This is an optimization exercise on Yosys and OpenROAD, whose aim is small area, not a production implementation. Only simulation tests tie the RTL to the original design; equivalence was not proved. No activity file was given, so power comes from the tool's default toggle rates.

// nau_ctrl
module nau_ctrl (
    input  wire        clk,
    input  wire        rst,
    input  wire        cmd_valid,
    input  wire [15:0] cmd,
    output wire        cmd_ready,
    output wire        rsp_valid,
    output wire [2:0]  rsp_status,
    output wire [31:0] rsp_data,
    output wire        bus_req_valid,
    output wire [27:0] bus_req,
    input  wire        bus_rsp_valid,
    input  wire        bus_rsp_ok,
    input  wire [1:0]  bus_rsp_errk,
    input  wire [7:0]  bus_rsp_rb0,
    input  wire [7:0]  bus_rsp_rb1,
    input  wire [7:0]  bus_rsp_rb2,
    output wire        dly_req_valid,
    output wire [9:0]  dly_ms,
    input  wire        dly_done
);
    localparam [3:0] OP_NEW     = 4'h1, OP_RESET   = 4'h2, OP_ENABLE   = 4'h3,
                     OP_AVAIL   = 4'h4, OP_READ    = 4'h5, OP_SET_LDO  = 4'h6,
                     OP_GET_LDO = 4'h7, OP_SET_GAIN= 4'h8, OP_GET_GAIN = 4'h9,
                     OP_SET_RATE= 4'hA, OP_GET_RATE= 4'hB, OP_CAL      = 4'hC;
    localparam [4:0]
        S_IDLE = 5'd0,
        S_RR1  = 5'd1,    
        S_RR1R = 5'd2,    
        S_PWR  = 5'd3,    
        S_AVL  = 5'd4,    
        S_RD3  = 5'd5,    
        S_AVDD = 5'd6,    
        S_GL0  = 5'd7,    
        S_GAIN = 5'd8,    
        S_GG   = 5'd9,    
        S_CRS  = 5'd10,   
        S_GR   = 5'd11,   
        S_CAL  = 5'd12,   
        S_REF  = 5'd13,   
        S_D10  = 5'd14,   
        S_RR0  = 5'd15,   
        S_D1   = 5'd16,   
        S_PUR1 = 5'd17,   
        S_D600 = 5'd18,   
        S_CS   = 5'd19,   
        S_PUR2 = 5'd20,   
        S_REV  = 5'd21,   
        S_VLDO = 5'd22,   
        S_CHPS = 5'd23,   
        S_LDOM = 5'd24,   
        S_PGA  = 5'd25,   
        S_GL1  = 5'd26,   
        S_POLL = 5'd27,   
        S_CD10 = 5'd28;   
    reg [4:0]  sl;         
  ...
For scale: about 320 cells after synthesis, roughly 26 flip-flops, ~130 I/O pins.
export LEC_CHECK = 0
export CAP_MARGIN = 20
export CORE_MARGIN = 2
export CORE_UTILIZATION = 40
export PLACE_DENSITY = 0.6
export SLEW_MARGIN = 20
create_clock -name core_clock -period 5.0 [get_ports {clk}]
standard.sh (not shown) runs the stock make flow with config.mk's settings and CLKGATE_MAP_FILE= SYNTH_SCRIPT=/design/flow/synth_recipe.tcl, a recipe that flattens the netlist after the stock synthesis.
==> flow/flow/run.sh <==
#!/bin/bash
# Standard layout (standard.sh), except that:
#  - synthesis maps the logic with an area-oriented ABC script (flow/synth.tcl,
#    flow/area.abc); the flip-flops are mapped before ABC, as in the standard synthesis;
#  - the ports are buffered by the smallest buffer cell;
#  - the clock tree is built from one clock buffer type, without dummy loads;
#  - constant outputs share tie cells;
#  - synthesis buffers are removed at floorplan, placement is not timing-driven,
#    and the core is 60% full.
# make's output is in standard.log, and ORFS's own logs under orfs/logs.
set -euo pipefail
export FLOW_WORK=$PWD
export FLOW_ABC_SCRIPT=$PWD/flow/area.abc
sed "s#SYNTH_SCRIPT=[^ ]*#SYNTH_SCRIPT=$PWD/flow/synth.tcl#" standard.sh > flow_standard.sh
grep -q "SYNTH_SCRIPT=$PWD/flow/synth.tcl" flow_standard.sh
bash flow_standard.sh \
  "BUFFER_PORTS_ARGS=-buffer_cell sky130_fd_sc_hd__buf_1" \
  "CTS_ARGS=-sink_clustering_enable -repair_clock_nets -dont_use_dummy_load -buf_list sky130_fd_sc_hd__clkbuf_8" \
  SKIP_REPAIR_TIE_FANOUT=1 REMOVE_ABC_BUFFERS=1 GPL_TIMING_DRIVEN=0 CORE_UTILIZATION=60 \
  finish > standard.log 2>&1
==> flow/flow/area.abc <==
strash
dc2
strash
&get -n
&dch -f
&nf -a -R 1000
&put
strash
&get -n
&dch -f
&nf -a -R 1000
&put
==> flow/flow/synth.tcl <==
# The standard synthesis (synth_recipe.tcl), with ABC mapping the logic by
# the area-oriented script flow/area.abc instead of ORFS's speed script. The
# flip-flops are mapped before ABC runs, so they are the standard synthesis's.
proc abc {args} {
  set a {}
  set skip 0
  foreach x $args {
    if {$skip} { set skip 0; continue }
    if {$x eq "-script" || $x eq "-D"} { set skip 1; continue }
    lappend a $x
  }
  yosys abc -script $::env(FLOW_ABC_SCRIPT) {*}$a
}
source $::env(FLOW_WORK)/synth_recipe.tcl
Then changed:
==> flow/run.sh (new file) <==
#!/bin/bash
# synth_recipe.tcl (not shown) runs the flow's synth.tcl, then flattens the netlist and writes it again
# the make line also repeats each setting of config.mk as NAME=value (left out here)
make -C /OpenROAD-flow-scripts/flow DESIGN_CONFIG=/design/flow/config.mk WORK_HOME=/design/flow/orfs CLKGATE_MAP_FILE= SYNTH_SCRIPT=/design/flow/synth_recipe.tcl finish
ABC_AREA = 1   (was default)
CORE_UTILIZATION = 60   (was 40)
CTS_BUF_LIST = sky130_fd_sc_hd__clkbuf_8   (was default)
removed: flow/flow/run.sh
removed: flow/flow/area.abc
removed: flow/flow/synth.tcl
removed: flow/standard.sh
Routed wire length rose by 36%; synthesized area rose by 28%; total power rose by 51%; count of clock-buffer cells in the layout stays the same; via count rose by about 26%; sequential share of layout area fell by 9.0 points; fmax fell by 8.0%; non-clock buffer count stays the same; final area rose by 51%; cell count rose by 40%.
Then changed:
==> flow/flow/run.sh (new file) <==
#!/bin/bash
# Standard layout (standard.sh), except that:
#  - synthesis maps the logic with an area-oriented ABC script (flow/synth.tcl,
#    flow/area.abc); the flip-flops are mapped before ABC, as in the standard synthesis;
#  - the ports are buffered by the smallest buffer cell;
#  - the clock tree is built from one clock buffer type, without dummy loads;
#  - constant outputs share tie cells;
#  - synthesis buffers are removed at floorplan, placement is not timing-driven,
#    and the core is 60% full.
# make's output is in standard.log, and ORFS's own logs under orfs/logs.
set -euo pipefail
export FLOW_WORK=$PWD
export FLOW_ABC_SCRIPT=$PWD/flow/area.abc
sed "s#SYNTH_SCRIPT=[^ ]*#SYNTH_SCRIPT=$PWD/flow/synth.tcl#" standard.sh > flow_standard.sh
grep -q "SYNTH_SCRIPT=$PWD/flow/synth.tcl" flow_standard.sh
bash flow_standard.sh \
  "BUFFER_PORTS_ARGS=-buffer_cell sky130_fd_sc_hd__buf_1" \
  "CTS_ARGS=-repair_clock_nets -dont_use_dummy_load -buf_list sky130_fd_sc_hd__clkbuf_8" \
  SKIP_REPAIR_TIE_FANOUT=1 REMOVE_ABC_BUFFERS=1 GPL_TIMING_DRIVEN=0 CORE_UTILIZATION=60 \
  finish > standard.log 2>&1
==> flow/flow/area.abc (new file) <==
strash
dc2
strash
&get -n
&dch -f
&nf -a -R 1000
&put
strash
&get -n
&dch -f
&nf -a -R 1000
&put
==> flow/flow/synth.tcl (new file) <==
# The standard synthesis (synth_recipe.tcl), with ABC mapping the logic by
# the area-oriented script flow/area.abc instead of ORFS's speed script. The
# flip-flops are mapped before ABC runs, so they are the standard synthesis's.
proc abc {args} {
  set a {}
  set skip 0
  foreach x $args {
    if {$skip} { set skip 0; continue }
    if {$x eq "-script" || $x eq "-D"} { set skip 1; continue }
    lappend a $x
  }
  yosys abc -script $::env(FLOW_ABC_SCRIPT) {*}$a
}
source $::env(FLOW_WORK)/synth_recipe.tcl
==> flow/standard.sh (new file) <==
#!/bin/bash
# synth_recipe.tcl (not shown) runs the flow's synth.tcl, then flattens the netlist and writes it again
# the make line also repeats each setting of config.mk as NAME=value (left out here)
make -C /OpenROAD-flow-scripts/flow DESIGN_CONFIG=/design/flow/config.mk WORK_HOME=/design/flow/orfs CLKGATE_MAP_FILE= SYNTH_SCRIPT=/design/flow/synth_recipe.tcl "${@:-finish}"
ABC_AREA = default   (was 1)
CORE_UTILIZATION = 40   (was 60)
CTS_BUF_LIST = default   (was sky130_fd_sc_hd__clkbuf_8)
removed: flow/run.sh
Effect:
- setup slack is better by 0.36 ns
- synthesized cell count decreases by a quarter to a third
- routed wire length falls by a quarter to a third
- clock skew increases by 0.0045 ns
- total power decreases by a quarter to a third
- synthesized area came out lower by about a fifth
- register-to-register slack gets worse by 0.68 ns
- cell area came out lower by a quarter to a third
- final cell count went down by a quarter to a third
- global-route usage falls by 1.3 points
- die area drops by about a fifth
Then changed:
==> flow/flow/run.sh (replaced) <==
#!/bin/bash
# Standard layout (standard.sh), except that:
#  - synthesis maps the logic with an area-oriented ABC script (flow/synth.tcl,
#    flow/area.abc); the flip-flops are mapped before ABC, as in the standard synthesis;
#  - the ports are buffered by the smallest buffer cell.
# Each tool's output is in standard.log (make's), and ORFS's own logs under orfs/logs.
set -euo pipefail
export FLOW_WORK=$PWD
export FLOW_ABC_SCRIPT=$PWD/flow/area.abc
sed "s#SYNTH_SCRIPT=[^ ]*#SYNTH_SCRIPT=$PWD/flow/synth.tcl#" standard.sh > flow_standard.sh
grep -q "SYNTH_SCRIPT=$PWD/flow/synth.tcl" flow_standard.sh
bash flow_standard.sh "BUFFER_PORTS_ARGS=-buffer_cell sky130_fd_sc_hd__buf_1" finish > standard.log 2>&1
==> flow/flow/area.abc (replaced) <==
strash
dc2
strash
dch -f
map -a
strash
dch -f
map -a
topo
dnsize
After rerunning: Cell count goes up by about 23%; synthesized area goes up by about 2%; first-iteration DRC count goes down by about 50%; fmax goes down by 0.65%.

[port drivers added, routing unchanged]
The flow's constraints put no driver on any port. The routed layouts listed below were extracted and timed again, unchanged, in two steps. Step 1 (the two cells are an assumption about what drives the block):
set clk [get_ports {clk}]
set_driving_cell -lib_cell sky130_fd_sc_hd__clkbuf_16 $clk
set_driving_cell -lib_cell sky130_fd_sc_hd__buf_2 [delete_from_list [all_inputs] $clk]
Step 2 moves the port delays by t, midway between the first and last clock arrival at a register: inputs arrive t later, outputs are due t later. That takes back most of the time a late clock gives input paths. Slacks: no drivers / after step 1 / after step 2; pairs: no drivers / after step 1.
run	t, ns	setup slack, ns	latest minus earliest clock arrival (ns)	worst data-port slew with drivers (ns)	pins driven straight from the clock port
the first run	0.293	0.930 / 0.905 / 1.198	0.010 / 0.009	0.03	1
the second run	0.306	0.575 / 0.548 / 0.855	0.005 / 0.005	0.06	1
the third run	0.293	0.930 / 0.905 / 1.198	0.010 / 0.009	0.03	1
the fourth run	0.300	0.903 / 0.873 / 1.173	0.004 / 0.003	0.03	1
After both steps every run listed still meets setup and hold.
